This design comes from an exercise in tuning for small area on the open sky130 flow, not from production work. Function was checked by simulation only, so behaviour that the tests miss may differ from the original. Power figures rest on the tool's default switching activity, not on a simulated workload.

[flow/run.sh]
#!/bin/bash
# The standard layout (standard.sh), with these changes:
#  - every port still gets a buffer, the smallest one (buf_1);
#  - pass-through outputs get no extra synthesis buffer (SYNTH_INSBUF=0);
#  - clock tree synthesis uses clkbuf_4 and adds no dummy loads.
# Each tool's output stays in this folder (make_finish.log and ORFS's logs).
set -uo pipefail
F=$PWD/flow
bash standard.sh SYNTH_SCRIPT=$F/area_synth.tcl ADDER_MAP_FILE= \
  "BUFFER_PORTS_ARGS=-buffer_cell sky130_fd_sc_hd__buf_1" \
  "CTS_ARGS=-sink_clustering_enable -repair_clock_nets -dont_use_dummy_load -buf_list sky130_fd_sc_hd__clkbuf_4" \
  SYNTH_INSBUF=0 finish > make_finish.log 2>&1
status=$?
mkdir -p orfs_logs
cp orfs/logs/sky130hd/ata_pio_ctrl/base/*.log orfs_logs/ 2>/dev/null || true
exit $status
[standard.sh]
#!/bin/bash
# synth_recipe.tcl (not shown) runs the flow's synth.tcl, then flattens the netlist and writes it again
# the make line also repeats each setting of config.mk as NAME=value (left out here)
make -C /OpenROAD-flow-scripts/flow DESIGN_CONFIG=/design/flow/config.mk WORK_HOME=/design/flow/orfs CLKGATE_MAP_FILE= SYNTH_SCRIPT=/design/flow/synth_recipe.tcl "${@:-finish}"
[design.v]
module ata_identify_parser (
    input  wire [15:0] w80,         
    input  wire [15:0] w88,         
    input  wire        w53_2,       
    input  wire        ata8,        
    output reg  [3:0]  max_ata,     
    output reg  [2:0]  udma_sup,    
    output reg  [2:0]  udma_sel     
);
    always @(*) begin
        max_ata = 4'd0;
        if (w80 != 16'h0000 && w80 != 16'hFFFF) begin
            if      (w80[8]) max_ata = 4'd8;
            else if (w80[7]) max_ata = 4'd7;
            else if (w80[6]) max_ata = 4'd6;
            else if (w80[5]) max_ata = 4'd5;
            else if (w80[4]) max_ata = 4'd4;
            else if (w80[3]) max_ata = 4'd3;
            else if (w80[2]) max_ata = 4'd2;
        end
    end
    wire [6:0] sup = {w88[6] & ata8, w88[5:0]};
    wire [6:0] sel = {w88[14] & ata8, w88[13:8]};
    always @(*) begin
        udma_sup = 3'd7;
        udma_sel = 3'd7;
        if (w53_2 && w88 != 16'd0) begin
            if      (sup[6]) udma_sup = 3'd6;
            else if (sup[5]) udma_sup = 3'd5;
            else if (sup[4]) udma_sup = 3'd4;
            else if (sup[3]) udma_sup = 3'd3;
            else if (sup[2]) udma_sup = 3'd2;
            else if (sup[1]) udma_sup = 3'd1;
            else if (sup[0]) udma_sup = 3'd0;
            if      (sel[6]) udma_sel = 3'd6;
            else if (sel[5]) udma_sel = 3'd5;
            else if (sel[4]) udma_sel = 3'd4;
            else if (sel[3]) udma_sel = 3'd3;
            else if (sel[2]) udma_sel = 3'd2;
            else if (sel[1]) udma_sel = 3'd1;
            else if (sel[0]) udma_sel = 3'd0;
        end
    end
endmodule
module ata_pio_ctrl (
    input  wire        clk,
    input  wire        rst,
    input  wire        op_valid,
    output wire        op_ready,
    input  wire [7:0]  op_sel,
    input  wire [31:0] op_buf,
    input  wire [31:0] op_start,
    input  wire [31:0] op_count,
    input  wire [7:0]  op_arg,
    output reg         res_valid,
    output wire [2:0]  res_code,
    output wire [7:0]  res_value,
    output reg         ev_valid,
    input  wire        ev_ready,
    output reg  [3:0]  ev_kind,
    output wire [31:0] ev_addr,
    output wire [15:0] ev_wdata,
    input  wire [15:0] ev_rdata,
    output reg  [3:0]  tag,
    output reg         identified,
    output reg         int_enabled,
    output reg         selected_drive,
    output reg  [31:0] cursor_ptr,
    output wire [31:0] remaining,
    output reg  [31:0] lower_max,
    output reg  [31:0] upper_max,
    output reg  [31:0] sector_size,
    output wire        has_multiple,
    output reg         has_dma,
    output reg         has_lba48,
    output reg         has_flush_ext,
    output reg  [7:0]  max_multiple,
    output reg  [7:0]  cur_multiple,
    output wire [7:0]  max_ata,
    output wire [7:0]  udma_sup,
    output wire [7:0]  udma_sel
);
    localparam [3:0] K_R8 = 4'd0, K_R16 = 4'd1, K_W8 = 4'd2, K_W16 = 4'd3,
                     K_DLY = 4'd4, K_MR = 4'd5, K_MW = 4'd6, K_MASK = 4'd7,
                     K_UNMASK = 4'd8, K_EOI = 4'd9;
    localparam [2:0] R_OK = 3'd0, R_TIMEOUT = 3'd1, R_DEVERR = 3'd2,
                     R_PROTO = 3'd3, R_CAPABS = 3'd4, R_INVARG = 3'd5,
                     R_BUSY = 3'd6;
    localparam [3:0] T_NONE = 4'd0, T_READ = 4'd1, T_WRITE = 4'd2,
                     T_READ_MULT = 4'd3, T_WRITE_MULT = 4'd4,
                     T_SOFT_RESET = 4'd5, T_FLUSH = 4'd6, T_IDENTIFY = 4'd7,
                     T_SET_MULT = 4'd8;
    localparam [3:0] O_OTHER = 4'd0, O_IF = 4'd1, O_FL = 4'd2, O_SM = 4'd3,
                     O_RD = 4'd4, O_WR = 4'd5, O_XF = 4'd6, O_IR = 4'd7,
                     O_GE = 4'd8, O_BSY = 4'd9, O_DRQ = 4'd10, O_FAIL = 4'd11,
                     O_WBSY = 4'd12, O_WDRQ = 4'd13, O_WDRDY = 4'd14;
    localparam [5:0]
        S_IDLE = 6'd0,
        S_SR_A = 6'd1,  S_SR_B = 6'd2,  S_SR_C = 6'd3,  S_SR_D = 6'd4,
        S_SR_E = 6'd5,  S_SR_F = 6'd6,  S_SR_G = 6'd7,  S_SR_H = 6'd8,
        S_SD_A = 6'd9,  S_SD_B = 6'd10, S_SD_C = 6'd11, S_SD_D = 6'd12,
        S_SD_E = 6'd13,
        S_IF_A = 6'd14, S_IF_B = 6'd15,
        S_IM_A = 6'd16, S_IM_B = 6'd17,
        S_CR_A = 6'd18, S_CR_B = 6'd19, S_CR_C = 6'd20,
        S_FL_D = 6'd21, S_SM_D = 6'd22, S_SM_E = 6'd23, S_TF = 6'd24,
        S_PW_X = 6'd25, S_PW_F = 6'd26, S_W4P = 6'd27, S_FN_A = 6'd28,
        S_XF_A = 6'd29, S_XF_1 = 6'd30, S_XF_2 = 6'd31,
        S_ID_A = 6'd32, S_ID_W = 6'd33,
        S_SI_A = 6'd34, S_SI_B = 6'd35,
        S_GE_A = 6'd36, S_ONE_A = 6'd37, S_WB_OP = 6'd38, S_W4_OP = 6'd39,
        S_IR_A = 6'd40, S_CC_A = 6'd41, S_CC_B = 6'd42, S_EOI = 6'd43,
        S_IN_A = 6'd44, S_IN_B = 6'd45, S_DR_A = 6'd46, S_DR_B = 6'd47,
        S_HB = 6'd48, S_BND = 6'd49;
    reg [5:0]  st;
    reg [3:0]  opc;
    reg        init;          
    reg [2:0]  r;             
    reg [31:0] cnt;           
    reg [7:0]  arg;           
    reg [31:0] start_q;       
    wire [15:0] rdq = start_q[15:0];
    reg        saved_int;
    reg [15:0] rem;
    reg        ok;
    wire [7:0] s_mm  = cnt[15:8];
    wire [7:0] s_cm  = cnt[23:16];
    wire [3:0] s_ata = cnt[27:24];
    wire       s_dma = cnt[28];
    wire       s_u53 = cnt[29];
    wire       s_ext = cnt[30];
    reg [3:0]  ata;
    assign max_ata = {4'd0, ata};
    assign op_ready  = (st == S_IDLE);
    assign res_code  = r;
    assign remaining = {16'd0, rem};
    assign has_multiple = (max_multiple != 8'd0);
    reg [2:0] usup, usel;
    assign udma_sup = {{5{&usup}}, usup};
    assign udma_sel = {{5{&usel}}, usel};
    assign res_value = (opc == O_GE)   ? rdq[7:0] :
                       (opc == O_BSY)  ? {7'd0, rdq[7]} :
                       (opc == O_DRQ)  ? {7'd0, rdq[3]} :
                       (opc == O_FAIL) ? {7'd0, rdq[0] | rdq[5]} : 8'd0;
    wire [7:0] s = ev_rdata[7:0];
    wire s_bsy  = s[7];
    wire s_drdy = s[6];
    wire s_drq  = s[3];
    wire s_err  = s[0];
    wire s_failed = s[0] | s[5];
    wire fire = ev_valid & ev_ready;
    wire [3:0] p_ata;
    wire [2:0] p_usup, p_usel;
    ata_identify_parser u_parser (
        .w80(ev_rdata), .w88(ev_rdata), .w53_2(s_u53), .ata8(ata[3]),
        .max_ata(p_ata), .udma_sup(p_usup), .udma_sel(p_usel)
    );
    wire        hb      = (st == S_HB);
    wire        hb_bit  = rem[~arg[3:0]];
    wire [32:0] add_a   = hb ? {cnt, 1'b0} : {1'b0, cnt};
    wire [32:0] add_b   = (hb && hb_bit) ? {1'b0, sector_size} : 33'd0;
    wire [32:0] sum     = add_a + add_b + {32'd0, ~hb};
    wire        hb_bad  = (sum > {2'b00, ~cursor_ptr[31:1]});
    wire        guard_ok  = identified && (tag == T_NONE);
    wire        count_bad = (op_count == 32'd0) ||
                            (op_count > (has_lba48 ? 32'd65535 : 32'd255));
    wire [32:0] end_sector = {1'b0, start_q} + {17'd0, rem};
    wire        over32     = end_sector[32] && (end_sector[31:0] != 32'd0);
    wire        over28     = (end_sector[32:29] != 4'd0) ||
                             (end_sector[28] && end_sector[27:0] != 28'd0);
    wire        over_low   = (end_sector > {1'b0, lower_max});
    wire        bounds_bad = ((upper_max != 32'd0) ? over32 : over_low) ||
                             (!has_lba48 && over28);
    wire        rw_bad     = count_bad || (op_buf == 32'd0);
    wire        mult_mode = has_multiple && (cur_multiple != 8'd0);
    wire        is_write  = (opc == O_WR);
    wire [7:0]  rw_opcode = is_write ? (has_lba48 ? (mult_mode ? 8'h39 : 8'h34)
                                                  : (mult_mode ? 8'hC5 : 8'h30))
                                     : (has_lba48 ? (mult_mode ? 8'h29 : 8'h24)
                                                  : (mult_mode ? 8'hC4 : 8'h20));
    wire [3:0]  rw_tag    = is_write ? (mult_mode ? T_WRITE_MULT : T_WRITE)
                                     : (mult_mode ? T_READ_MULT  : T_READ);
    wire xf_is_mult = (tag == T_READ_MULT) || (tag == T_WRITE_MULT);
    wire xf_is_read = (tag == T_READ) || (tag == T_READ_MULT);
    wire xf_is_data = (tag == T_READ) || (tag == T_WRITE) || xf_is_mult;
    wire [7:0] mult_req = (max_multiple > 8'd8) ? 8'd8 : max_multiple;
    reg        wb_st;         
    reg        wb_bit;
    reg        wb_tgt;
    reg        wb_last;       
    always @(*) begin
        wb_st   = 1'b1;
        wb_bit  = s_bsy;
        wb_tgt  = 1'b0;
        wb_last = (cnt[19:0] == 20'd5998);                   
        case (st)
            S_SR_F: wb_last = (cnt[19:0] == 20'd559998);     
            S_SD_D: wb_last = (cnt[19:0] == 20'd8);          
            S_CR_A: ;
            S_CR_B: wb_bit = s_drq;
            S_CR_C: begin wb_bit = s_drdy; wb_tgt = 1'b1; end
            S_PW_X, S_PW_F: wb_last = (cnt[19:0] == 20'd199998);   
            S_WB_OP: begin
                wb_tgt = arg[0];
                wb_bit = (opc == O_WDRQ) ? s_drq : (opc == O_WDRDY) ? s_drdy : s_bsy;
            end
            default: wb_st = 1'b0;
        endcase
    end
    wire wb_hit = (wb_bit == wb_tgt);
    reg  [15:0] port;
    reg         mem;
    reg  [7:0]  wd;
    always @(*) begin
        ev_valid = 1'b1;
        ev_kind  = K_R8;
        port     = 16'h03F6;
        mem      = 1'b0;
        wd       = 8'h00;
        case (st)
            S_SR_B: begin ev_kind = K_W8; wd = 8'h06; end
            S_SR_C: ev_kind = K_DLY;
            S_SR_D: begin ev_kind = K_W8; wd = 8'h02; end
            S_SR_H: begin ev_kind = K_W8; wd = saved_int ? 8'h00 : 8'h02; end
            S_SD_B: begin ev_kind = K_W8; port = 16'h01F6; wd = {3'b111, arg[0], 4'h0}; end
            S_IF_B: begin ev_kind = K_W8; port = 16'h01F7; wd = 8'hEC; end
            S_FL_D: begin ev_kind = K_W8; port = 16'h01F7; wd = 8'hE7; end
            S_SM_D: begin ev_kind = K_W8; port = 16'h01F2; wd = arg; end
            S_SM_E: begin ev_kind = K_W8; port = 16'h01F7; wd = 8'hC6; end
            S_TF: begin
                ev_kind = K_W8;
                case (cnt[3:0])
                    4'd0: begin port = 16'h01F6;
                          wd = {3'b111, selected_drive, has_lba48 ? 4'h0 : start_q[27:24]}; end
                    4'd1: begin port = 16'h01F2; wd = rem[15:8];       end
                    4'd2: begin port = 16'h01F3; wd = start_q[31:24];  end
                    4'd3: begin port = 16'h01F4; wd = 8'h00;           end
                    4'd4: begin port = 16'h01F5; wd = 8'h00;           end
                    4'd5: begin port = 16'h01F2; wd = rem[7:0];        end
                    4'd6: begin port = 16'h01F3; wd = start_q[7:0];    end
                    4'd7: begin port = 16'h01F4; wd = start_q[15:8];   end
                    4'd8: begin port = 16'h01F5; wd = start_q[23:16];  end
                    default: begin port = 16'h01F7; wd = rw_opcode;    end
                endcase
            end
            S_XF_1: begin
                if (xf_is_read) begin ev_kind = K_R16; port = 16'h01F0; end
                else begin ev_kind = K_MR; mem = 1'b1; end
            end
            S_XF_2: begin
                wd = rdq[7:0];
                if (xf_is_read) begin ev_kind = K_MW; mem = 1'b1; end
                else begin ev_kind = K_W16; port = 16'h01F0; end
            end
            S_ID_W, S_DR_B: begin ev_kind = K_R16; port = 16'h01F0; end
            S_SI_A: begin ev_kind = K_W8; wd = arg[0] ? 8'h00 : 8'h02; end
            S_SI_B: begin ev_kind = arg[0] ? K_UNMASK : K_MASK; port = 16'd14; end
            S_GE_A: port = 16'h01F1;
            S_IR_A, S_IN_B: port = 16'h01F7;
            S_IN_A: port = 16'h01F6;
            S_EOI:  begin ev_kind = K_EOI; port = 16'd14; end
            S_IDLE, S_HB, S_BND: ev_valid = 1'b0;
            default: if (wb_st && cnt[0]) ev_kind = K_DLY;
        endcase
    end
    assign ev_addr  = mem ? cursor_ptr : {16'd0, port};
    assign ev_wdata = {rdq[15:8], wd};
    task go;
        input [5:0] nxt;
        begin
            st  <= nxt;
            cnt <= 32'd0;
        end
    endtask
    task finish;
        input [2:0] code;
        begin
            r         <= code;
            res_valid <= 1'b1;
            st        <= S_IDLE;
        end
    endtask
    task clear_cursor;
        begin
            cursor_ptr <= 32'd0;
            rem        <= 16'd0;
        end
    endtask
    task sub_err;
        input [2:0] code;
        begin
            if (opc == O_IR) begin
                r <= code;
                go(S_EOI);
            end else
                finish(code);
        end
    endtask
    task negotiate;
        begin
            if (!has_multiple) begin
                cur_multiple <= 8'd0;
                go(S_IN_A);
            end else begin
                arg <= mult_req;
                opc <= O_SM;
                go(S_CR_A);
            end
        end
    endtask
    always @(posedge clk) begin
        if (rst) begin
            st             <= S_IDLE;
            res_valid      <= 1'b0;
            cnt            <= 32'd0;
            tag            <= T_NONE;
            identified     <= 1'b0;
            int_enabled    <= 1'b0;
            selected_drive <= 1'b0;
            cursor_ptr     <= 32'd0;
            rem            <= 16'd0;
            lower_max      <= 32'd0;
            upper_max      <= 32'd0;
            sector_size    <= 32'd0;
            has_dma        <= 1'b0;
            has_lba48      <= 1'b0;
            has_flush_ext  <= 1'b0;
            max_multiple   <= 8'd0;
            cur_multiple   <= 8'd0;
            ata            <= 4'd0;
            usup           <= 3'd0;
            usel           <= 3'd0;
        end else begin
            res_valid <= 1'b0;
            if (fire && (st == S_XF_1 || st == S_GE_A || st == S_ONE_A))
                start_q[15:0] <= ev_rdata;
            if (wb_st) begin
                if (fire) begin
                    if (cnt[0]) cnt <= sum[31:0];
                    else if (wb_hit) begin
                        case (st)
                            S_SR_F:  go(S_SR_G);
                            S_SD_D:  go(S_SD_E);
                            S_CR_A:  go(S_CR_B);
                            S_CR_B:  go(S_CR_C);
                            S_CR_C:  go((opc == O_FL) ? S_FL_D : (opc == O_SM) ? S_SM_D : S_TF);
                            S_PW_X:  go((opc == O_IF) ? S_ID_A : S_XF_A);
                            S_PW_F:  go(S_FN_A);
                            default: finish(R_OK);
                        endcase
                    end else if (wb_last) begin
                        if (st == S_SR_F) begin
                            tag <= T_NONE;
                            clear_cursor;
                        end
                        if (st == S_CR_A || st == S_CR_B || st == S_CR_C)
                            clear_cursor;
                        finish(R_TIMEOUT);
                    end else
                        cnt <= sum[31:0];
                end
            end else
            case (st)
            S_IDLE: begin
                if (op_valid) begin
                    start_q <= op_start;
                    arg     <= (op_sel == 8'h01) ? 8'd0 : op_arg;
                    init    <= (op_sel == 8'h01);
                    cnt     <= 32'd0;
                    opc     <= O_OTHER;
                    case (op_sel)
                        8'h01: begin                     
                            int_enabled <= 1'b0;
                            identified  <= 1'b0;
                            st <= S_SR_A;
                        end
                        8'h02, 8'h03: begin              
                            opc <= (op_sel == 8'h03) ? O_WR : O_RD;
                            if (!guard_ok) finish(R_PROTO);
                            else if (rw_bad) finish(R_INVARG);
                            else begin
                                cursor_ptr <= op_buf;
                                rem        <= op_count[15:0];
                                arg        <= 8'd0;
                                st         <= S_BND;
                            end
                        end
                        8'h04: begin                     
                            opc <= O_FL;
                            if (!guard_ok) finish(R_PROTO);
                            else st <= S_CR_A;
                        end
                        8'h05: begin                     
                            if (tag != T_NONE) finish(R_PROTO);
                            else begin
                                int_enabled <= op_arg[0];
                                st <= S_SI_A;
                            end
                        end
                        8'h06: begin opc <= O_GE; st <= S_GE_A; end
                        8'h07: begin                     
                            opc <= O_IF;
                            if (tag != T_NONE) finish(R_PROTO);
                            else st <= S_IF_A;
                        end
                        8'h08: begin                     
                            if (tag != T_NONE) finish(R_PROTO);
                            else st <= S_SD_A;
                        end
                        8'h09: st <= S_SR_A;
                        8'h0A: begin opc <= O_WBSY;  st <= S_WB_OP; end
                        8'h0B: begin opc <= O_WDRQ;  st <= S_WB_OP; end
                        8'h0C: begin opc <= O_WDRDY; st <= S_WB_OP; end
                        8'h0D: begin opc <= O_BSY;  st <= S_ONE_A; end
                        8'h0E: begin opc <= O_DRQ;  st <= S_ONE_A; end
                        8'h0F: begin opc <= O_FAIL; st <= S_ONE_A; end
                        8'h10: st <= S_W4_OP;
                        8'h11: begin                     
                            opc <= O_XF;
                            if (!xf_is_data || rem == 16'd0) finish(R_PROTO);
                            else st <= S_XF_A;
                        end
                        8'h12: begin                     
                            opc <= O_SM;
                            if (!guard_ok || int_enabled) finish(R_PROTO);
                            else if (op_arg == 8'd0 || !has_multiple || op_arg > max_multiple)
                                finish(R_INVARG);
                            else st <= S_CR_A;
                        end
                        8'h20: begin opc <= O_IR; st <= S_IR_A; end
                        default: finish(R_INVARG);
                    endcase
                end
            end
            S_BND: begin
                if (bounds_bad) begin
                    clear_cursor;
                    finish(R_INVARG);
                end else
                    st <= S_HB;
            end
            S_HB: begin
                if (hb_bad) begin
                    clear_cursor;
                    finish(R_INVARG);
                end else begin
                    cnt <= sum[31:0];
                    arg <= arg + 8'd1;
                    if (arg[3:0] == 4'd15) go(S_CR_A);
                end
            end
            S_SR_A: if (fire) begin
                if (s_bsy) finish(R_PROTO);
                else begin
                    saved_int   <= int_enabled;
                    int_enabled <= 1'b0;
                    tag         <= T_SOFT_RESET;
                    go(S_SR_B);
                end
            end
            S_SR_B: if (fire) go(S_SR_C);
            S_SR_C: if (fire) begin
                if (cnt[2:0] == 3'd4) go(S_SR_D);
                else cnt <= sum[31:0];
            end
            S_SR_D: if (fire) go(S_SR_E);
            S_SR_G: if (fire) begin
                if (s_failed) begin
                    tag <= T_NONE;
                    clear_cursor;
                    finish(R_DEVERR);
                end else begin
                    int_enabled <= saved_int;
                    go(S_SR_H);
                end
            end
            S_SR_H: if (fire) begin
                selected_drive <= 1'b0;
                tag <= T_NONE;
                clear_cursor;
                if (init) go(S_SD_A);
                else finish(R_OK);
            end
            S_SD_A: if (fire) begin
                if (s_bsy || s_drq) finish(R_PROTO);
                else go(S_SD_B);
            end
            S_SD_B: if (fire) go(S_SD_C);
            S_SD_E: if (fire) begin
                if (s_failed) finish(R_DEVERR);
                else begin
                    selected_drive <= arg[0];
                    if (init) begin
                        opc <= O_IF;
                        go(S_IF_A);
                    end else
                        finish(R_OK);
                end
            end
            S_IF_A: if (fire) begin
                if (s_bsy || s_drq || !s_drdy) finish(R_PROTO);
                else go(S_IF_B);
            end
            S_IF_B: if (fire) begin
                tag <= T_IDENTIFY;
                go(S_IM_A);
            end
            S_FL_D: if (fire) begin
                tag <= T_FLUSH;
                go(S_IM_A);
            end
            S_SM_D: if (fire) go(S_SM_E);
            S_SM_E: if (fire) begin
                tag <= T_SET_MULT;
                go(S_IM_A);
            end
            S_TF: if (fire) begin
                if (cnt[3:0] == 4'd9) begin
                    tag <= rw_tag;
                    go(S_IM_A);
                end else if (cnt[3:0] == 4'd0 && !has_lba48)
                    cnt <= 32'd5;
                else
                    cnt <= sum[31:0];
            end
            S_IM_B: if (fire) begin
                if (!s_bsy && s_err) begin
                    tag <= T_NONE;
                    clear_cursor;
                    finish(R_DEVERR);
                end else if (opc == O_SM) go(S_PW_F);
                else if (int_enabled) finish(R_OK);
                else if (opc == O_FL) go(S_PW_F);
                else go(S_PW_X);
            end
            S_FN_A: if (fire) begin : fn
                reg [2:0] code;
                if (!s_bsy && !s_drq) begin
                    tag <= T_NONE;
                    clear_cursor;
                    code = s_failed ? R_DEVERR : R_OK;
                end else
                    code = R_PROTO;
                if (opc == O_IF && !ok) code = R_CAPABS;
                if (opc == O_SM && code == R_OK) cur_multiple <= arg;
                if (init && code == R_OK) begin
                    if (opc == O_IF) negotiate;
                    else go(S_IN_A);
                end else
                    finish(code);
            end
            S_XF_A: if (fire) begin
                if (s_bsy) sub_err(R_BUSY);
                else if (!s_drq) begin
                    tag <= T_NONE;
                    clear_cursor;
                    sub_err(s_failed ? R_DEVERR : R_PROTO);
                end else begin
                    arg <= 8'd0;
                    go(S_XF_1);
                end
            end
            S_XF_1: if (fire) st <= S_XF_2;
            S_XF_2: if (fire) begin
                cursor_ptr <= cursor_ptr + 32'd2;
                st <= S_XF_1;
                if (sum[31:0] == sector_size) begin
                    cnt <= 32'd0;
                    rem <= rem - 16'd1;
                    arg <= arg + 8'd1;
                    if (!xf_is_mult || rem == 16'd1 || arg + 8'd1 == cur_multiple) begin
                        case (opc)
                            O_IR:    begin r <= R_OK; go(S_CC_A); end
                            O_XF:    finish(R_OK);
                            default: go(S_W4P);
                        endcase
                    end
                end else
                    cnt <= sum[31:0];
            end
            S_ID_A: if (fire) begin
                if (s_bsy) sub_err(R_BUSY);
                else if (!s_drq) begin
                    tag <= T_NONE;
                    clear_cursor;
                    sub_err(s_failed ? R_DEVERR : R_PROTO);
                end else
                    go(S_ID_W);
            end
            S_ID_W: if (fire) begin
                cnt <= sum[31:0];
                case (cnt[7:0])
                    8'd0:   ok    <= !ev_rdata[15];
                    8'd47:  cnt[15:8]  <= ev_rdata[7:0];
                    8'd49:  begin ok <= ok & ev_rdata[9]; cnt[28] <= ev_rdata[8]; end
                    8'd53:  cnt[29] <= ev_rdata[2];
                    8'd59:  cnt[23:16] <= ev_rdata[8] ? ev_rdata[7:0] : 8'd0;
                    8'd60:  start_q[15:0] <= ev_rdata;
                    8'd61:  begin start_q[31:16] <= ev_rdata; cnt[30] <= (ev_rdata[15:12] != 4'd0); end
                    8'd80:  cnt[27:24] <= p_ata;
                    8'd83: begin
                        ok <= ok & ev_rdata[13];
                        if (ok & ev_rdata[13]) begin
                            max_multiple  <= s_mm;
                            has_dma       <= s_dma;
                            cur_multiple  <= s_cm;
                            ata           <= s_ata;
                            has_lba48     <= ev_rdata[10];
                            has_flush_ext <= ev_rdata[12];
                        end
                    end
                    8'd88:  if (ok) begin usup <= p_usup; usel <= p_usel; end
                    8'd100: if (s_ext) start_q[15:0]  <= ev_rdata;
                    8'd101: if (s_ext) start_q[31:16] <= ev_rdata;
                    8'd102: if (ok) begin
                                lower_max <= start_q;
                                upper_max[15:0] <= s_ext ? ev_rdata : 16'd0;
                            end
                    8'd103: if (ok) upper_max[31:16] <= s_ext ? ev_rdata : 16'd0;
                    8'd117: if (ok) sector_size[15:0] <= ata[3] ? ev_rdata : 16'h0100;
                    8'd118: if (ok) begin
                                sector_size[31:16] <= ata[3] ? ev_rdata : 16'd0;
                                if (ata[3] && ev_rdata == 16'd0 && sector_size[15:0] == 16'd0)
                                    sector_size[8] <= 1'b1;
                            end
                    default: ;
                endcase
                if (cnt[7:0] == 8'd255) begin
                    identified <= ok;
                    case (opc)
                        O_IR: begin
                            if (ok) begin r <= R_OK; go(S_CC_A); end
                            else begin r <= R_CAPABS; go(S_EOI); end
                        end
                        default: go(S_W4P);
                    endcase
                end
            end
            S_SR_E, S_SD_C, S_IM_A, S_W4P, S_CC_A, S_W4_OP: if (fire) begin
                if (cnt[4:0] == 5'd19) begin
                    case (st)
                        S_SR_E:  go(S_SR_F);
                        S_SD_C:  go(S_SD_D);
                        S_IM_A:  go(S_IM_B);
                        S_W4P:   go((rem != 16'd0) ? S_PW_X : S_PW_F);
                        S_CC_A:  go(S_CC_B);
                        default: finish(R_OK);
                    endcase
                end else
                    cnt <= sum[31:0];
            end
            S_SI_A: if (fire) go(S_SI_B);
            S_SI_B, S_GE_A, S_ONE_A: if (fire) finish(R_OK);
            S_IR_A: if (fire) begin
                if (s_err || s_failed) begin
                    r <= R_DEVERR;
                    go(S_EOI);
                end else begin
                    case (tag)
                        T_READ, T_WRITE, T_READ_MULT, T_WRITE_MULT: begin
                            if (rem != 16'd0) go(S_XF_A);
                            else begin r <= R_OK; go(S_CC_A); end
                        end
                        T_SOFT_RESET, T_FLUSH, T_SET_MULT: begin
                            r <= R_OK;
                            go(S_CC_A);
                        end
                        T_IDENTIFY: go(S_ID_A);
                        default: begin
                            r <= R_PROTO;
                            go(S_EOI);
                        end
                    endcase
                end
            end
            S_CC_B: if (fire) begin
                if (!s_bsy && !s_drq) begin
                    tag <= T_NONE;
                    clear_cursor;
                end
                go(S_EOI);
            end
            S_EOI: if (fire) begin
                res_valid <= 1'b1;
                st        <= S_IDLE;
            end
            S_IN_A: if (fire) begin
                if (s[4]) finish(R_PROTO);
                else go(S_IN_B);
            end
            S_IN_B: if (fire) go(S_DR_A);
            S_DR_A: if (fire) begin
                if (!s_drq) finish(R_OK);
                else st <= S_DR_B;
            end
            S_DR_B: if (fire) begin
                if (cnt[7:0] == 8'd255) finish(R_OK);
                else begin
                    cnt <= sum[31:0];
                    st  <= S_DR_A;
                end
            end
            default: st <= S_IDLE;
            endcase
        end
    end
endmodule
[config.mk]
export PLATFORM = sky130hd
export DESIGN_NAME = ata_pio_ctrl
export DESIGN_NICKNAME = ata_pio_ctrl
export VERILOG_FILES = /design/flow/design.v
export SDC_FILE = /design/flow/constraint.sdc
export NUM_CORES = 4
export LEC_CHECK = 0
export CAP_MARGIN = 20
export CORE_MARGIN = 2
export CORE_UTILIZATION = 40
export PLACE_DENSITY = 0.6
export SLEW_MARGIN = 20
[flow/area_synth.tcl]
# The standard flow's synthesis script with an area-oriented ABC mapping script.
proc synth {args} { yosys synth -nofsm -noshare {*}$args }
set ::area_abc_script [file join [file dirname [info script]] area.abc]
proc abc {args} {
  set i [lsearch -exact $args -script]
  if { $i >= 0 } { lset args [expr { $i + 1 }] $::area_abc_script }
  yosys abc {*}$args
}
source $::env(SCRIPTS_DIR)/synth.tcl
# left out here: clear keep_hierarchy, flatten, clean up, hide names made inside functions, write 1_2_yosys.v
[flow/area.abc]
strash
&get -n
&fraig -x
&deepsyn -T 60
&put
strash
&get -n
&dch -f
&nf -R 1000
&put
[constraint.sdc]
create_clock -name core_clock -period 14.0 [get_ports {clk}]
set_input_delay 2.8000 -clock core_clock [delete_from_list [all_inputs] [get_ports {clk}]]
set_output_delay 2.8000 -clock core_clock [all_outputs]
set_load 0.01 [all_outputs]
==> impl_results.md, run 1 <==
- Core ar.: about 43000 sq um
- Antenna-violating nets left: 0
- Worst VDD drop: just under 0.1 mV
- Period utilization: 1.19
- Routed WL: approximately 100000 um
- Die Ht: approximately 210 um
- Slowest CP cell: edfxtp_1
- First-pass GRT wire length: 141000 um
- Ys async rst share: 0
- Peak Freq: approximately 0.06 GHz
- Synth Register Bits: around 270
- Layout check fault list: setup timing
- DR pass1 iterations: 9
- Final hold slack: slightly below 0.5 ns
- GRT overflow: 0
- Crit path kind: flop to flop
- DRC violations left: 0
- Worst-Margin Slew: approximately 1.2 ns
- HPWL Detailed: ~73000 um
- Antenna violations before repair: 3
- Vias: roughly 24000
- Crit Path Max Fanout: 5
- Power Density: about 140 nW/um^2
- Cts bufs inserted: between 70 and 80
- Sequential cell area fraction in the yosys report: 0.336
- CP Capture Type: flop
- Clk_skew: 0.0847 ns
- Crit path largest cell delay: between 0.4 and 0.5 ns
- Die width: about 210 um
- Clk latency of the worst-skew pair: 0.87 ns
- RSZ-0062 raised after global routing: true
- Root buffer cell: clkbuf_4
- I/O pins: slightly above 400
- Crit start category: flop
- Syn Std Cell Area: around 18000 sq um
- Post-DR wirelength/cell: roughly 27 um
- Starting Density: 0.406
- Share of cells above drive strength 1: 0.194
- YS warnings: 2
- Max cap viols: 0
- TritonCTS clock tree: done
- Setup violators final: between 90 and 100
- Final hold viol count: 0
- CTS clk-pin slew, worst paths: 0.06 ns
- Cells after Synth: between 2000 and 2500
- Area added between synthesis and finish: 38.8%
- IO buf count: 388
- Placement Setup Slack: -2.69 ns
- Deepest clock path buffer count: 3
- Final GP Congestion: approximately 1.0
- Most used cell along the critical path: and3_4
- Dpl cells: 3480
- Post-layout min period: approximately 17 ns
- Data required time of the worst path: approximately 15 ns
- Final core occ: 0.564
- Vias in the first global route: roughly 22000
- Post-synth cell types: 65
- Clock sink count: roughly 270
- Arr. time, crit path: roughly 17 ns
- Tot GR Track Use: 0.422
- Worst setup margin: -2.71 ns
- Largest net degree at the start of global routing: just under 50
- Setup TNS: -101.80 ns
- Routed vias/inst: ~6.4
- Ys flop type: dfxtp_1
- H-tree levels: 3
- Filler Cell Count: just over 4000
- Post-route insts no fill: about 3700
- Row count: 76
- Nets: 3227
- Worst Hold Class: flop to flop
- DR iter-0 viols: ~2700
- Mapped Avg Cell Area: approximately 8 sq um
- Post-synth EDFFs: 50
- Pins Over Slew Limit: 0
- Pleak: 9.30 nW
- Full die area: 45500 sq um
- Status: finished with violations
- Slew margin rel.: 0.212
power by group:
part	switching (W)	total, W	internal, W
registers	0.000150	0.00105	0.000897
clock network	0.000327	0.000575	0.000248
logic	0.00105	0.00167	0.000622
total	0.00152	0.00329	0.00177
Yosys cell counts (10+ instances only):
cell type / count / area [sq um]
o31ai_1: 23 / 173
o22ai_1: 14 / 87.6
nor2b_1: 44 / 275
nor2_1: 277 / 1040
a21oi_1: 135 / 676
maj3_1: 46 / 460
a211oi_1: 16 / 120
nand3_1: 80 / 400
a22o_1: 120 / 1050
a221oi_1: 10 / 87.6
o211ai_1: 18 / 135
and3_1: 37 / 231
dfxtp_1: 219 / 4380
xnor2_1: 66 / 578
a222oi_1: 14 / 140
a22oi_1: 59 / 443
nor3_1: 75 / 375
and2_0: 39 / 244
a31oi_1: 28 / 175
or3_1: 15 / 93.8
nand4_1: 31 / 194
edfxtp_1: 50 / 1500
o21a_1: 19 / 143
nor4_1: 64 / 400
a21o_1: 10 / 75.1
nand2b_1: 32 / 200
clkinv_1: 52 / 195
xor2_1: 55 / 482
nand2_1: 317 / 1190
o21ai_0: 141 / 706
mux2i_1: 18 / 180
or2_0: 10 / 62.6
layout make-up:
cell class	instances	area (sq um)	area share
Clock buffer	77	578	0.0238
Inverter	52	198	0.00812
Timing Repair Buffer	747	4490	0.184
Tap cell	585	732	0.0301
Sequential cell	269	5890	0.242
Multi-Input combinational cell	1948	12400	0.511
Antenna cell	6	15.0	0.000617
routing by layer:
metal | vias to the layer above | routed length (um) | share of wire | global-route usage
li1 | 10200 | - | - | -
met4 | 2 | 6350 | 0.063 | 0.233
met1 | 11300 | 38400 | 0.38 | 0.541
met2 | 1665 | 43500 | 0.44 | 0.643
met5 | - | 18 | 0.00018 | 0
met3 | 359 | 11700 | 0.12 | 0.117
registers in the layout, summed over array words and instances (netlist names), 3 cells and up:
name          cells
rem              16
usup              3
cursor_ptr       32
ata               4
opc               4
lower_max        32
st                6
sector_size      32
usel              3
tag               4
upper_max        32
max_multiple      8
cur_multiple      8
arg               8
start_q          32
cnt              32
r                 3
kinds of logic after synthesis:
| family | synth area share |
|---|---|
| buffers and inverters | 0.0111 |
| AO/OA/AOI/OAI | 0.267 |
| AND/OR/NAND/NOR | 0.286 |
| XOR/XNOR | 0.0605 |
| multiplexers | 0.0128 |
| flip-flops | 0.336 |
| adder cells (fa/ha/maj) | 0.0263 |
| other | 0.000214 |
metrics by stage:
stage	cell area [sq um]	power, W
2_1_floorplan	17900	0.00176
3_3_place_gp	22000	0.00244
3_5_place_dp	22000	0.00245
4_1_cts	23600	0.00318
5_1_grt	24300	0.00341
6_report	24300	0.00329
repair_timing:
action,CTS,global route
hold buffers,0,0
cloned,7,0
endpoints found under the setup margin,98,98
pin swaps,93,83
buffers inserted,70,50
resized for setup,106,76
path summary, 6_finish.rpt:
kind                       start  depth (start not counted)  slack [ns]                          end
max             arg[1]$_DFFE_PP_                        103       -2.71  cursor_ptr[31]$_SDFFE_PP0P_
min          ata[0]$_SDFFE_PP0P_                          1        0.49          ata[0]$_SDFFE_PP0P_
min reg2reg  ata[0]$_SDFFE_PP0P_                          1        0.49          ata[0]$_SDFFE_PP0P_
max reg2reg     arg[1]$_DFFE_PP_                        103       -2.71  cursor_ptr[31]$_SDFFE_PP0P_
layout by cell type, fill, tap and decap left out, types with 18 or more instances in the layout:
cell type,instances
nor2b_1,40
xor2_1,50
o21ai_1,26
dfxtp_1,219
buf_4,320
nor4_1,62
maj3_1,37
conb_1,20
nand2b_1,31
clkbuf_4,77
nand3_1,75
o21ai_0,105
nand4_1,31
a22oi_1,54
buf_6,24
nor2_1,255
nor3_1,73
nand2_1,309
o21a_1,18
a21oi_1,118
mux2i_1,18
clkinv_1,50
a31oi_1,25
and3_1,21
o211ai_1,18
edfxtp_1,50
xnor2_1,58
and2_0,23
buf_1,387
a22o_1,120
critical path, delay by kind of cell, from the launching register on:
family,cells,cell delay [ns]
compound gates,42,6.70
flops,1,0.42
buf+inv,4,0.49
fa+ha+maj,2,0.66
simple gates,46,6.77
xor+xnor,9,1.55
==> run 2, diff against run 1 <==
--- a/design.v
+++ b/design.v
@@ -111,18 +111,19 @@
         S_GE_A = 6'd36, S_ONE_A = 6'd37, S_WB_OP = 6'd38, S_W4_OP = 6'd39,
         S_IR_A = 6'd40, S_CC_A = 6'd41, S_CC_B = 6'd42, S_EOI = 6'd43,
         S_IN_A = 6'd44, S_IN_B = 6'd45, S_DR_A = 6'd46, S_DR_B = 6'd47,
-        S_HB = 6'd48, S_BND = 6'd49;
+        S_HB = 6'd48, S_BND = 6'd49, S_BND2 = 6'd50;
     reg [5:0]  st;
     reg [3:0]  opc;
     reg        init;          
     reg [2:0]  r;             
     reg [31:0] cnt;           
+    reg        ovf;           
     reg [7:0]  arg;           
     reg [31:0] start_q;       
     wire [15:0] rdq = start_q[15:0];
     reg        saved_int;
     reg [15:0] rem;
-    reg        ok;
+    wire       ok = identified;
     wire [7:0] s_mm  = cnt[15:8];
     wire [7:0] s_cm  = cnt[23:16];
     wire [3:0] s_ata = cnt[27:24];
@@ -156,19 +157,23 @@
         .max_ata(p_ata), .udma_sup(p_usup), .udma_sel(p_usel)
     );
     wire        hb      = (st == S_HB);
-    wire        hb_bit  = rem[~arg[3:0]];
-    wire [32:0] add_a   = hb ? {cnt, 1'b0} : {1'b0, cnt};
-    wire [32:0] add_b   = (hb && hb_bit) ? {1'b0, sector_size} : 33'd0;
-    wire [32:0] sum     = add_a + add_b + {32'd0, ~hb};
-    wire        hb_bad  = (sum > {2'b00, ~cursor_ptr[31:1]});
+    wire        hb_bit  = rem[15];    
+    wire        bnd     = (st == S_BND);
+    wire [32:0] add_a   = hb ? {cnt, 1'b0} : bnd ? {1'b0, start_q} : {1'b0, cnt};
+    wire [32:0] add_b   = (hb && hb_bit) ? {1'b0, sector_size} :
+                          bnd ? {17'd0, rem} : 33'd0;
+    wire [32:0] sum     = add_a + add_b + {32'd0, ~hb & ~bnd};
+    wire        bnd2    = (st == S_BND2);
+    wire        acc_gt  = ({ovf, cnt} > {1'b0, bnd2 ? lower_max : {1'b0, ~cursor_ptr[31:1]}});
+    wire        hb_bad  = acc_gt;
     wire        guard_ok  = identified && (tag == T_NONE);
     wire        count_bad = (op_count == 32'd0) ||
                             (op_count > (has_lba48 ? 32'd65535 : 32'd255));
-    wire [32:0] end_sector = {1'b0, start_q} + {17'd0, rem};
+    wire [32:0] end_sector = {ovf, cnt};
     wire        over32     = end_sector[32] && (end_sector[31:0] != 32'd0);
     wire        over28     = (end_sector[32:29] != 4'd0) ||
                              (end_sector[28] && end_sector[27:0] != 28'd0);
-    wire        over_low   = (end_sector > {1'b0, lower_max});
+    wire        over_low   = acc_gt;
     wire        bounds_bad = ((upper_max != 32'd0) ? over32 : over_low) ||
                              (!has_lba48 && over28);
     wire        rw_bad     = count_bad || (op_buf == 32'd0);
@@ -259,7 +264,7 @@
             S_IR_A, S_IN_B: port = 16'h01F7;
             S_IN_A: port = 16'h01F6;
             S_EOI:  begin ev_kind = K_EOI; port = 16'd14; end
-            S_IDLE, S_HB, S_BND: ev_valid = 1'b0;
+            S_IDLE, S_HB, S_BND, S_BND2: ev_valid = 1'b0;
             default: if (wb_st && cnt[0]) ev_kind = K_DLY;
         endcase
     end
@@ -433,20 +438,30 @@
                 end
             end
             S_BND: begin
+                cnt <= sum[31:0];
+                ovf <= sum[32];
+                st  <= S_BND2;
+            end
+            S_BND2: begin
                 if (bounds_bad) begin
                     clear_cursor;
                     finish(R_INVARG);
-                end else
-                    st <= S_HB;
+                end else begin
+                    ovf <= 1'b0;
+                    go(S_HB);
+                end
             end
             S_HB: begin
                 if (hb_bad) begin
                     clear_cursor;
                     finish(R_INVARG);
-                end else begin
+                end else if (arg[4])
+                    go(S_CR_A);
+                else begin
                     cnt <= sum[31:0];
+                    ovf <= sum[32];
+                    rem <= {rem[14:0], rem[15]};
                     arg <= arg + 8'd1;
-                    if (arg[3:0] == 4'd15) go(S_CR_A);
                 end
             end
             S_SR_A: if (fire) begin
@@ -560,11 +575,14 @@
                     go(S_XF_1);
                 end
             end
-            S_XF_1: if (fire) st <= S_XF_2;
+            S_XF_1: if (fire) begin
+                cnt <= sum[31:0];
+                st  <= S_XF_2;
+            end
             S_XF_2: if (fire) begin
                 cursor_ptr <= cursor_ptr + 32'd2;
                 st <= S_XF_1;
-                if (sum[31:0] == sector_size) begin
+                if (cnt == sector_size) begin
                     cnt <= 32'd0;
                     rem <= rem - 16'd1;
                     arg <= arg + 8'd1;
@@ -575,8 +593,7 @@
                             default: go(S_W4P);
                         endcase
                     end
-                end else
-                    cnt <= sum[31:0];
+                end
             end
             S_ID_A: if (fire) begin
                 if (s_bsy) sub_err(R_BUSY);
@@ -590,16 +607,16 @@
             S_ID_W: if (fire) begin
                 cnt <= sum[31:0];
                 case (cnt[7:0])
-                    8'd0:   ok    <= !ev_rdata[15];
+                    8'd0:   identified <= !ev_rdata[15];
                     8'd47:  cnt[15:8]  <= ev_rdata[7:0];
-                    8'd49:  begin ok <= ok & ev_rdata[9]; cnt[28] <= ev_rdata[8]; end
+                    8'd49:  begin identified <= ok & ev_rdata[9]; cnt[28] <= ev_rdata[8]; end
                     8'd53:  cnt[29] <= ev_rdata[2];
                     8'd59:  cnt[23:16] <= ev_rdata[8] ? ev_rdata[7:0] : 8'd0;
                     8'd60:  start_q[15:0] <= ev_rdata;
                     8'd61:  begin start_q[31:16] <= ev_rdata; cnt[30] <= (ev_rdata[15:12] != 4'd0); end
                     8'd80:  cnt[27:24] <= p_ata;
                     8'd83: begin
-                        ok <= ok & ev_rdata[13];
+                        identified <= ok & ev_rdata[13];
                         if (ok & ev_rdata[13]) begin
                             max_multiple  <= s_mm;
                             has_dma       <= s_dma;
@@ -626,7 +643,6 @@
                     default: ;
                 endcase
                 if (cnt[7:0] == 8'd255) begin
-                    identified <= ok;
                     case (opc)
                         O_IR: begin
                             if (ok) begin r <= R_OK; go(S_CC_A); end
==> flow/run.sh (replaced) <==
#!/bin/bash
# The standard layout (standard.sh), with these changes:
#  - every port still gets a buffer, the smallest one (buf_1);
#  - clock tree synthesis uses clkbuf_4 and adds no dummy loads.
# Each tool's output stays in this folder (make_finish.log and ORFS's logs).
set -uo pipefail
F=$PWD/flow
bash standard.sh SYNTH_SCRIPT=$F/area_synth.tcl ADDER_MAP_FILE= \
  "BUFFER_PORTS_ARGS=-buffer_cell sky130_fd_sc_hd__buf_1" \
  "CTS_ARGS=-sink_clustering_enable -repair_clock_nets -dont_use_dummy_load -buf_list sky130_fd_sc_hd__clkbuf_4" \
  finish > make_finish.log 2>&1
status=$?
mkdir -p orfs_logs
cp orfs/logs/sky130hd/ata_pio_ctrl/base/*.log orfs_logs/ 2>/dev/null || true
exit $status
==> impl_results.md, run 2 <==
- H-tree levels: 3
- Die Ht: roughly 210 um
- Most common cell after layout, fill and taps aside: buf_1
- Yosys top cell area share: 0.254
- Core ar.: 42800 sq um
- Cts hold-fix bufs: 0
- Vias in the first global route: approximately 21000
- Sw Share: 0.495
- Synth Register Bits: 269
- Comb pwr share: 0.431
- Nets: around 2900
- HPWL Detailed: around 78000 um
- Ranking of synthesized cells by area: dfxtp_1 25%, edfxtp_1 8.7%, a22o_1 6.9%
- DRC violations left: 0
- Full die area: approximately 45000 sq um
- Antenna violations before repair: 9
- TritonCTS clock tree: done
- Crit path buffers/inverters: 2
- Final GP Congestion: 1.02
- Worst hold path depth: 1
- Setup TNS: 0 ns
- IO buf count: between 300 and 400
- Post-synth EDFFs: 50
- Post-layout min period: 12.33 ns
- Peak Freq: between 0.08 and 0.09 GHz
- Reg2Reg Launch Point: st[3]$_SDFFE_PP0P_
- Die width: 212 um
- Deepest clock path buffer count: 3
- Worst setup margin: around 1.7 ns
- Cells after Synth: around 2200
- Setup violators final: 0
- Most frequent cells in the layout: 387 x buf_1, 286 x nand2_1, 269 x nor2_1
- Row count: 76
- Crit start category: flop
- NetSw: between 0.0015 and 0.002 W
- Clk pwr share: 0.192
- Routed WL: between 100000 and 150000 um
- Most used cell along the critical path: maj3_1
- Vias: 22500
- Antenna-violating nets left: 0
- Clk latency of the worst-skew pair: approximately 0.86 ns
- Placement Setup Slack: about 2.0 ns
- Post-synth cell types: 61
- Hold worst-path end: has_flush_ext$_SDFFE_PP0P_
- CP delay by family, top: adder cells
- Tot GR Track Use: 0.450
- Worst VDD drop: roughly 0.077 mV
- Pins Over Slew Limit: 0
- Clock sink count: 269
- Post-synth top cells: 286 x nand2_1, 276 x nor2_1, 219 x dfxtp_1
- Sequential cell area fraction in the yosys report: 0.341
- Max cap viols: 0
- GRT overflow: 0
- R2r endpoint: ovf$_SDFFCE_PN0P_
- Ys flop type: dfxtp_1
- Cts bufs inserted: 77
- YS warnings: 2
- Pleak: between 7 and 8 nW
- Sequential Power Share: 0.377
- Share of cells above drive strength 1: 0.0607
- Status: finished clean
- Post-CTS Setup Bufs: 0
- Slew margin rel.: 0.199
- Worst Hold Class: flop to flop
- Slowest CP cell: dfxtp_1
- Root buffer cell: clkbuf_4
- FF-to-FF path depth: 47
- Crit path kind: flop to flop
- FF-to-FF setup slack: between 1.5 and 2 ns
- Starting Density: 0.403
- First-pass GRT wire length: approximately 150000 um
- I/O pins: roughly 410
- RSZ-0062 raised after global routing: false
- Period utilization: 0.880
- Syn Std Cell Area: 17200 sq um
- DR pass1 iterations: 6
- Data required time of the worst path: approximately 15 ns
- Clk_skew: roughly 0.09 ns
- Count leader, synth: nand2_1
- Area added between synthesis and finish: 18.2%
- Mapped Avg Cell Area: 7.77 sq um
- Worst-Margin Slew: approximately 1.2 ns
- Int Pwr: approximately 0.0015 W
- CTS clk-pin slew, worst paths: about 0.060 ns
- PostCTS Resize Cnt: 0
- DR iter-0 viols: ~3200
- Hold Crit Start: has_flush_ext$_SDFFE_PP0P_
- Crit path largest cell delay: ~0.70 ns
- Synth area leader: dfxtp_1
- Final hold viol count: 0
- Routed vias/inst: about 6.8
- Power Density: between 100 and 150 nW/um^2
- Post-DR wirelength/cell: 31.3 um
- Arr. time, crit path: 12.99 ns
- Filler Cell Count: 4464
- Ys async rst share: 0
- Crit Path Max Fanout: 37
- CP Capture Type: flop
- Largest net degree at the start of global routing: between 60 and 70
## run 2: cell count changes after synthesis, sizes merged, moves of 23 or more
cell   previous run  this run
xor2             55        32
maj3             46        17
nand2           317       286
a22oi            59        87
buf               0        38
o22ai            14        43
## run 2: power groups by stage
stage / Sequential (W) / Clock (W) / Combinational [W]
5_1_grt: 0.00115 / 0.000627 / 0.00138
2_1_floorplan: 0.00107 / 0 / 0.000696
3_5_place_dp: 0.00115 / 0 / 0.00125
6_report: 0.00115 / 0.000586 / 0.00132
3_3_place_gp: 0.00114 / 0 / 0.00126
4_1_cts: 0.00113 / 0.000590 / 0.00126
## run 2: metal layers
| metal | global-route usage | up-vias | part of all wire |
|---|---|---|---|
| met3 | 0.128 | 373 | 0.12 |
| met2 | 0.669 | 1789 | 0.43 |
| li1 | - | 9557 | - |
| met4 | 0.281 | 6 | 0.066 |
| met5 | 0 | - | 0.00053 |
| met1 | 0.575 | 10800 | 0.38 |
## run 2: worst max path at each step
stage                                  start                 to  slack, ns  depth (start not counted)
after floorplan           st[4]$_SDFFE_PP0P_  ovf$_SDFFCE_PN0P_       2.39                         45
after global placement    st[3]$_SDFFE_PP0P_  ovf$_SDFFCE_PN0P_       2.07                         47
after detailed placement  st[3]$_SDFFE_PP0P_  ovf$_SDFFCE_PN0P_       1.97                         47
after CTS                 st[3]$_SDFFE_PP0P_  ovf$_SDFFCE_PN0P_       1.93                         47
after global routing      st[3]$_SDFFE_PP0P_  ovf$_SDFFCE_PN0P_       0.84                         46
final                     st[3]$_SDFFE_PP0P_  ovf$_SDFFCE_PN0P_       1.67                         47
## run 2: logic make-up after synthesis
kind of cell,count (synthesis),share of synthesized area
mux,1,0.000581
buf+inv,99,0.0298
other cells,1,0.000218
flops,269,0.341
xor+xnor,81,0.0420
compound gates,757,0.305
fa+ha+maj,17,0.00987
simple gates,994,0.271
## run 2: cell type report
| type | count | area, sq um | share of cell area |
|---|---|---|---|
| diodes | 6 | 15.0 | 0.000737 |
| clock buffers | 77 | 578 | 0.0284 |
| inverters | 61 | 229 | 0.0112 |
| multi-input cells | 1870 | 11000 | 0.539 |
| flip-flops and latches | 269 | 5890 | 0.289 |
| well taps | 546 | 683 | 0.0335 |
| repair buffers | 460 | 2000 | 0.0980 |
## run 2: per-stage QoR
step | std cells | hold WS (ns) | instance area [sq um] | utilization | power, W
CTS | 3283 | 0.481 | 20300 | 0.476 | 0.00298
floorplan | 2238 | 0.469 | 17300 | - | 0.00177
global placement | 3206 | 0.464 | 19800 | 0.462 | 0.00240
finish | 3289 | 0.477 | 20400 | 0.476 | 0.00305
detailed placement | 3206 | 0.464 | 19800 | 0.462 | 0.00240
global route | 3286 | 0.497 | 20400 | 0.476 | 0.00316
## run 2: worst register-to-register path: cells and delay by family (launching register included)
family,cells,cell delay (ns)
adder cells (fa/ha/maj),15,5.78
AO/OA/AOI/OAI,15,2.92
AND/OR/NAND/NOR,15,2.28
flip-flops,1,0.70
buffers and inverters,2,0.50
==> run 3, diff against run 2 <==
==> flow/run.sh (replaced) <==
#!/bin/bash
# The standard layout (standard.sh), with these changes:
#  - pass-through outputs get no extra synthesis buffer (SYNTH_INSBUF=0);
#  - every port still gets a buffer, the smallest one (buf_1);
#  - clock tree synthesis uses clkbuf_4, clusters up to 8 sinks within
#    60 um per leaf buffer, and adds no dummy loads.
# Each tool's output stays in this folder (make_finish.log and ORFS's logs).
set -uo pipefail
F=$PWD/flow
bash standard.sh SYNTH_SCRIPT=$F/area_synth.tcl ADDER_MAP_FILE= SYNTH_INSBUF=0 \
  "BUFFER_PORTS_ARGS=-buffer_cell sky130_fd_sc_hd__buf_1" \
  "CTS_ARGS=-sink_clustering_enable -repair_clock_nets -dont_use_dummy_load -buf_list sky130_fd_sc_hd__clkbuf_4 -sink_clustering_size 8 -sink_clustering_max_diameter 60" \
  finish > make_finish.log 2>&1
status=$?
mkdir -p orfs_logs
cp orfs/logs/sky130hd/ata_pio_ctrl/base/*.log orfs_logs/ 2>/dev/null || true
exit $status
==> impl_results.md, run 3 <==
- Yosys top cell area share: 0.259
- Cts hold-fix bufs: 0
- Post-synth EDFFs: 50
- CTS clk-pin slew, worst paths: about 0.09 ns
- Peak Freq: ~0.08 GHz
- Tot GR Track Use: 0.453
- Nets: around 2800
- Syn Std Cell Area: 17000 sq um
- Post-synth top cells: 286 x nand2_1, 276 x nor2_1, 219 x dfxtp_1
- Most frequent cells in the layout: 387 x buf_1, 286 x nand2_1, 271 x nor2_1
- Setup TNS: 0 ns
- GRT busiest layer: met2
- Vias: between 20000 and 25000
- Row count: 75
- Area added between synthesis and finish: 18.6%
- Antenna-violating nets left: 0
- Post-DR wirelength/cell: 31.9 um
- IO buf count: approximately 390
- Starting Density: 0.405
- CP Capture Type: flop
- Crit start category: flop
- Crit path largest cell delay: about 0.51 ns
- Slew margin rel.: 0.239
- Dpl cells: around 3200
- Clock sink count: around 270
- Final hold slack: roughly 0.48 ns
- Full die area: around 44000 sq um
- Routed vias/inst: roughly 7
- Met2 usage: 0.677
- Pleak: around 7.0 nW
- Core ar.: 41900 sq um
- Pins Over Slew Limit: 0
- Clk latency of the worst-skew pair: between 0.8 and 0.9 ns
- Post-route insts no fill: 3245
- Largest net degree at the start of global routing: between 60 and 70
- Die width: around 210 um
- Post-CTS Setup Bufs: 0
- Most used cell along the critical path: maj3_1
- Count leader, synth: nand2_1
- Worst Hold Class: flop to flop
- Antenna violations before repair: 5
- Worst VDD drop: 0.0697 mV
- Routed WL: ~100000 um
- Die Ht: around 210 um
- Most common cell after layout, fill and taps aside: buf_1
- TritonCTS clock tree: done
- Max cap viols: 0
- Cts bufs inserted: 44
- Crit Path Max Fanout: 24
- Ys async rst share: 0
- GR Layer Usage met3: 0.110
- PostCTS Resize Cnt: 0
- Period utilization: 0.885
- GRT overflow: 0
- DR pass1 iterations: 7
- HPWL Detailed: 78900 um
- Mapped Avg Cell Area: 7.77 sq um
- Post-synth cell types: 60
- YS warnings: 2
- Slowest CP cell: dfxtp_1
- Status: finished clean
- Cells after Synth: 2181
- Final hold viol count: 0
- Arr. time, crit path: 13.03 ns
- First-pass GRT wire length: roughly 150000 um
- Deepest clock path buffer count: 3
- Final GP Congestion: between 1 and 1.5
- Met1 usage: 0.577
- Synth area leader: dfxtp_1
- Share of cells above drive strength 1: 0.0488
- FF-to-FF setup slack: 1.61 ns
- Setup violators final: 0
- DRC violations left: 0
- Ranking of synthesized cells by area: dfxtp_1 26%, edfxtp_1 8.9%, a22o_1 7.0%
- Vias in the first global route: a little over 20000
- DR iter-0 viols: around 3500
- Crit path kind: flop to flop
- RSZ-0062 raised after global routing: false
- Post-layout min period: between 10 and 15 ns
- Data required time of the worst path: around 15 ns
- Synth Register Bits: about 270
- Worst-Margin Slew: roughly 1.1 ns
- Root buffer cell: clkbuf_4
- H-tree levels: 2
- Sequential cell area fraction in the yosys report: 0.347
- Power Density: ~150 nW/um^2
- Final core occ: 0.480
- Clk_skew: between 0.09 and 0.1 ns
- I/O pins: between 400 and 500
- Ys flop type: dfxtp_1
## run 3: cell types whose count changed after synthesis, sizes merged
cell / before / now
buf: 38 / 0
## run 3: final cells by class
| cell class | count | area, sq um |
|---|---|---|
| fill | 4357 | 21700 |
| multi-input combinational | 1870 | 11000 |
| sequential | 269 | 5890 |
| timing repair buffer | 460 | 2000 |
| tap | 539 | 674 |
| clock buffer | 44 | 330 |
| inverter | 61 | 229 |
| antenna | 2 | 5.00 |
## run 3: stage by stage
step	setup WS [ns]	area, sq um	power, W
after floorplan	2.39	17000	0.00175
final	1.61	20100	0.00296
after detailed placement	1.72	19700	0.00245
after global placement	2.03	19700	0.00244
after global routing	0.664	20100	0.00305
after CTS	1.75	20100	0.00288
## run 3: power by group
part           total, W  switching [W]  internal, W
logic           0.00136       0.000970     0.000389
clock network  0.000446       0.000303     0.000143
registers       0.00116       0.000248     0.000909
total           0.00296        0.00152      0.00144
## run 3: layer usage
| metal | vias to the layer above | part of all wire |
|---|---|---|
| met4 | 6 | 0.081 |
| met5 | - | 0.00036 |
| met1 | 10700 | 0.38 |
| li1 | 9488 | - |
| met3 | 415 | 0.12 |
| met2 | 1769 | 0.42 |
## run 3: worst paths after layout
path / cells past startpoint / startpoint / to
max reg2reg: 47 / st[3]$_SDFFE_PP0P_ / ovf$_SDFFCE_PN0P_
min: 1 / has_flush_ext$_SDFFE_PP0P_ / has_flush_ext$_SDFFE_PP0P_
max: 47 / st[3]$_SDFFE_PP0P_ / ovf$_SDFFCE_PN0P_
min reg2reg: 1 / has_flush_ext$_SDFFE_PP0P_ / has_flush_ext$_SDFFE_PP0P_
## run 3: logic make-up after synthesis
family / after synthesis / synth area share
xor gates and xnor gates: 81 / 0.0427
buffers and inverters: 61 / 0.0135
AOI/OAI and AO/OA: 757 / 0.310
muxes: 1 / 0.000590
and+or+nand+nor: 994 / 0.276
DFF: 269 / 0.347
other: 1 / 0.000221
adders and majority gates: 17 / 0.0100
## run 3: critical path: cells and delay by family, from the launching register on
family | cells | cell delay (ns)
buffers and inverters | 1 | 0.25
AO/OA/AOI/OAI | 16 | 3.00
flip-flops | 1 | 0.51
adder cells (fa/ha/maj) | 15 | 5.80
AND/OR/NAND/NOR | 15 | 2.71
==> run 4, diff against run 3 <==
--- a/config.mk
+++ b/config.mk
@@ -7,6 +7,6 @@
 export LEC_CHECK = 0
 export CAP_MARGIN = 20
 export CORE_MARGIN = 2
-export CORE_UTILIZATION = 40
-export PLACE_DENSITY = 0.6
+export CORE_UTILIZATION = 50
+export PLACE_DENSITY = 0.68
 export SLEW_MARGIN = 20
==> impl_results.md, run 4 <==
- Clock sink count: 269
- Post-DR wirelength/cell: 31.8 um
- Setup TNS: 0 ns
- Max cap viols: 0
- Slowest CP cell: dfxtp_1
- FF-to-FF setup slack: 1.46 ns
- Final hold viol count: 0
- Vias: about 23000
- Deepest clock path buffer count: 3
- GRT overflow: 0
- Crit Path Max Fanout: 24
- Antenna-violating nets left: 0
- YS warnings: 2
- DR pass1 iterations: 10
- Final GP Congestion: about 1.1
- Sequential Power Share: 0.388
- Die Ht: 188 um
- Data required time of the worst path: between 10 and 15 ns
- Worst-Margin Slew: 1.28 ns
- Routed WL: 100000 um
- Peak Freq: ~0.080 GHz
- Hold Crit Start: usup[2]$_SDFFE_PP0P_
- Post-synth EDFFs: 50
- DRC violations left: 0
- Total power: 0.00295 W
- Final core occ: 0.598
- Crit start category: flop
- Post-synth cell types: 60
- Root buffer cell: clkbuf_4
- Reg2Reg Launch Point: st[3]$_SDFFE_PP0P_
- Worst hold path depth: 1
- Sw Share: 0.511
- First-pass GRT wire length: between 100000 and 150000 um
- I/O pins: 409
- Die width: between 150 and 200 um
- Int Pwr: around 0.0014 W
- Cells after Synth: between 2000 and 2500
- Most frequent cells in the layout: 385 x buf_1, 286 x nand2_1, 269 x nor2_1
- Nets: between 2000 and 3000
- Routed vias/inst: between 7 and 8
- Pleak: ~7 nW
- Row count: 67
- Clk pwr share: 0.149
- Synth Register Bits: 269
- CTS clk-pin slew, worst paths: approximately 0.1 ns
- Sequential cell area fraction in the yosys report: 0.347
- HPWL Detailed: between 70000 and 80000 um
- Tot GR Track Use: 0.546
- H-tree levels: 2
- Worst setup margin: roughly 1.5 ns
- Most used cell along the critical path: maj3_1
- Clk latency of the worst-skew pair: just over 0.8 ns
- Ys flop type: dfxtp_1
- Worst VDD drop: roughly 0.10 mV
- CP Capture Type: flop
- Arr. time, crit path: between 10 and 15 ns
- Slew margin rel.: 0.146
- Clk_skew: between 0.07 and 0.08 ns
- RSZ-0062 raised after global routing: false
- Mapped Avg Cell Area: 7.77 sq um
- Post-route insts no fill: about 3200
- R2r endpoint: ovf$_SDFFCE_PN0P_
- Setup violators final: 0
- Vias in the first global route: approximately 22000
- Synth area leader: dfxtp_1
- Dpl cells: slightly above 3000
- FF-to-FF path depth: 47
- Share of cells above drive strength 1: 0.0492
- Cts hold-fix bufs: 0
- Core ar.: 33400 sq um
- Syn Std Cell Area: ~17000 sq um
- Crit path kind: flop to flop
- Most common cell after layout, fill and taps aside: buf_1
- Post-layout min period: ~13 ns
- Comb pwr share: 0.463
- Largest net degree at the start of global routing: 63
- Pins Over Slew Limit: 0
- Antenna violations before repair: 7
- DR iter-0 viols: just over 4000
- Crit path largest cell delay: 0.53 ns
- Filler Cell Count: between 2000 and 3000
- Status: finished clean
- Ranking of synthesized cells by area: dfxtp_1 26%, edfxtp_1 8.9%, a22o_1 7.0%
- Count leader, synth: nand2_1
- Cts bufs inserted: 43
- Area added between synthesis and finish: 18.0%
- IO buf count: between 300 and 400
- Period utilization: 0.896
- Full die area: 35400 sq um
- Post-synth top cells: 286 x nand2_1, 276 x nor2_1, 219 x dfxtp_1
- Hold worst-path end: usup[2]$_SDFFE_PP0P_
- Ys async rst share: 0
- PostCTS Resize Cnt: 0
- Yosys top cell area share: 0.259
- Power Density: approximately 150 nW/um^2
- Starting Density: 0.507
- Placement Setup Slack: between 1.5 and 2 ns
- Worst Hold Class: flop to flop
- NetSw: between 0.0015 and 0.002 W
- TritonCTS clock tree: done
- Post-CTS Setup Bufs: 0
==> run 4: metal layers <==
layer  vias up  routed length (um)  track usage  part of all wire
met2      2520               40300        0.791              0.40
li1       9472                   -            -                 -
met4         4               11100        0.457              0.11
met5         -                  27            0           0.00027
met3       793               15800        0.201              0.16
met1     10700               33300        0.640              0.33
==> run 4: worst max-delay path: cells and delay by family, from the launching register on <==
kind	cells	cell delay, ns
buf+inv	1	0.25
compound gates	16	3.05
flops	1	0.53
simple gates	15	2.71
fa+ha+maj	15	5.81
==> run 4: per-stage QoR <==
step,instance area [sq um],hold slack (ns)
2_1_floorplan,17000,0.469
3_3_place_gp,19600,0.464
3_5_place_dp,19600,0.467
4_1_cts,19900,0.499
5_1_grt,20000,0.525
6_report,20000,0.500
==> run 4: layout make-up <==
| cell class | instances | area (sq um) | area share |
|---|---|---|---|
| sequential | 269 | 5890 | 0.294 |
| timing repair buffer | 459 | 1990 | 0.0997 |
| tap | 448 | 561 | 0.0280 |
| clock buffer | 43 | 323 | 0.0161 |
| multi-input combinational | 1870 | 11000 | 0.550 |
| antenna | 6 | 15.0 | 0.000751 |
| inverter | 61 | 229 | 0.0115 |
==> run 4: cells by family (layout without fill, tap and decap cells) <==
kind of cell / after synthesis / count (layout) / synth area share
other: 1 / 26 / 0.000221
XOR/XNOR: 81 / 81 / 0.0427
AND/OR/NAND/NOR: 994 / 994 / 0.276
multiplexers: 1 / 1 / 0.000590
AO/OA/AOI/OAI: 757 / 757 / 0.310
buffers and inverters: 61 / 563 / 0.0135
adder cells (fa/ha/maj): 17 / 17 / 0.0100
flip-flops: 269 / 269 / 0.347
==> run 4: worst max-delay path by stage <==
stage,start,to,slack [ns],depth (start not counted)
floorplan,st[4]$_SDFFE_PP0P_,ovf$_SDFFCE_PN0P_,2.39,45
global placement,st[3]$_SDFFE_PP0P_,ovf$_SDFFCE_PN0P_,2.08,47
detailed placement,st[3]$_SDFFE_PP0P_,ovf$_SDFFCE_PN0P_,1.75,47
CTS,st[3]$_SDFFE_PP0P_,ovf$_SDFFCE_PN0P_,1.67,47
global route,st[3]$_SDFFE_PP0P_,ovf$_SDFFCE_PN0P_,0.64,47
finish,st[3]$_SDFFE_PP0P_,ovf$_SDFFCE_PN0P_,1.46,47
==> run 4: power by group through the flow <==
stage | clock network, W | registers, W | logic [W]
global route | 0.000456 | 0.00114 | 0.00141
detailed placement | 0 | 0.00113 | 0.00127
global placement | 0 | 0.00112 | 0.00126
CTS | 0.000425 | 0.00111 | 0.00127
floorplan | 0 | 0.00108 | 0.000675
finish | 0.000439 | 0.00115 | 0.00137

[static timing again, ports no longer ideal]
No port has a modelled driver above. Below, the same layouts with a new extraction and two added sets of constraints.
Step 1 sets driving cells, clkbuf_16 on the clock port and buf_2 on the other inputs (assumed; they add their load-dependent delay and slew).
Step 2 moves the port delays by t, midway between the first and last clock arrival at a register: inputs arrive t later, outputs are due t later. That takes back most of the time a late clock gives input paths.
Three values: ideal ports, drivers, drivers and shift; two values: the first two.
run | t, ns | setup slack, ns | worst setup path after step 2 | worst register clock-pin slew, ns | cell pins on the clock port's net
run 1 | 0.885 | -2.710 / -2.710 / -2.710 | register to register | 0.07 / 0.07 | 1
run 2 | 0.875 | 1.674 / 1.674 / 1.674 | register to register | 0.07 / 0.07 | 1
run 3 | 0.843 | 1.614 / 1.614 / 1.614 | register to register | 0.11 / 0.11 | 1
run 4 | 0.835 | 1.463 / 1.463 / 1.463 | register to register | 0.11 / 0.11 | 1
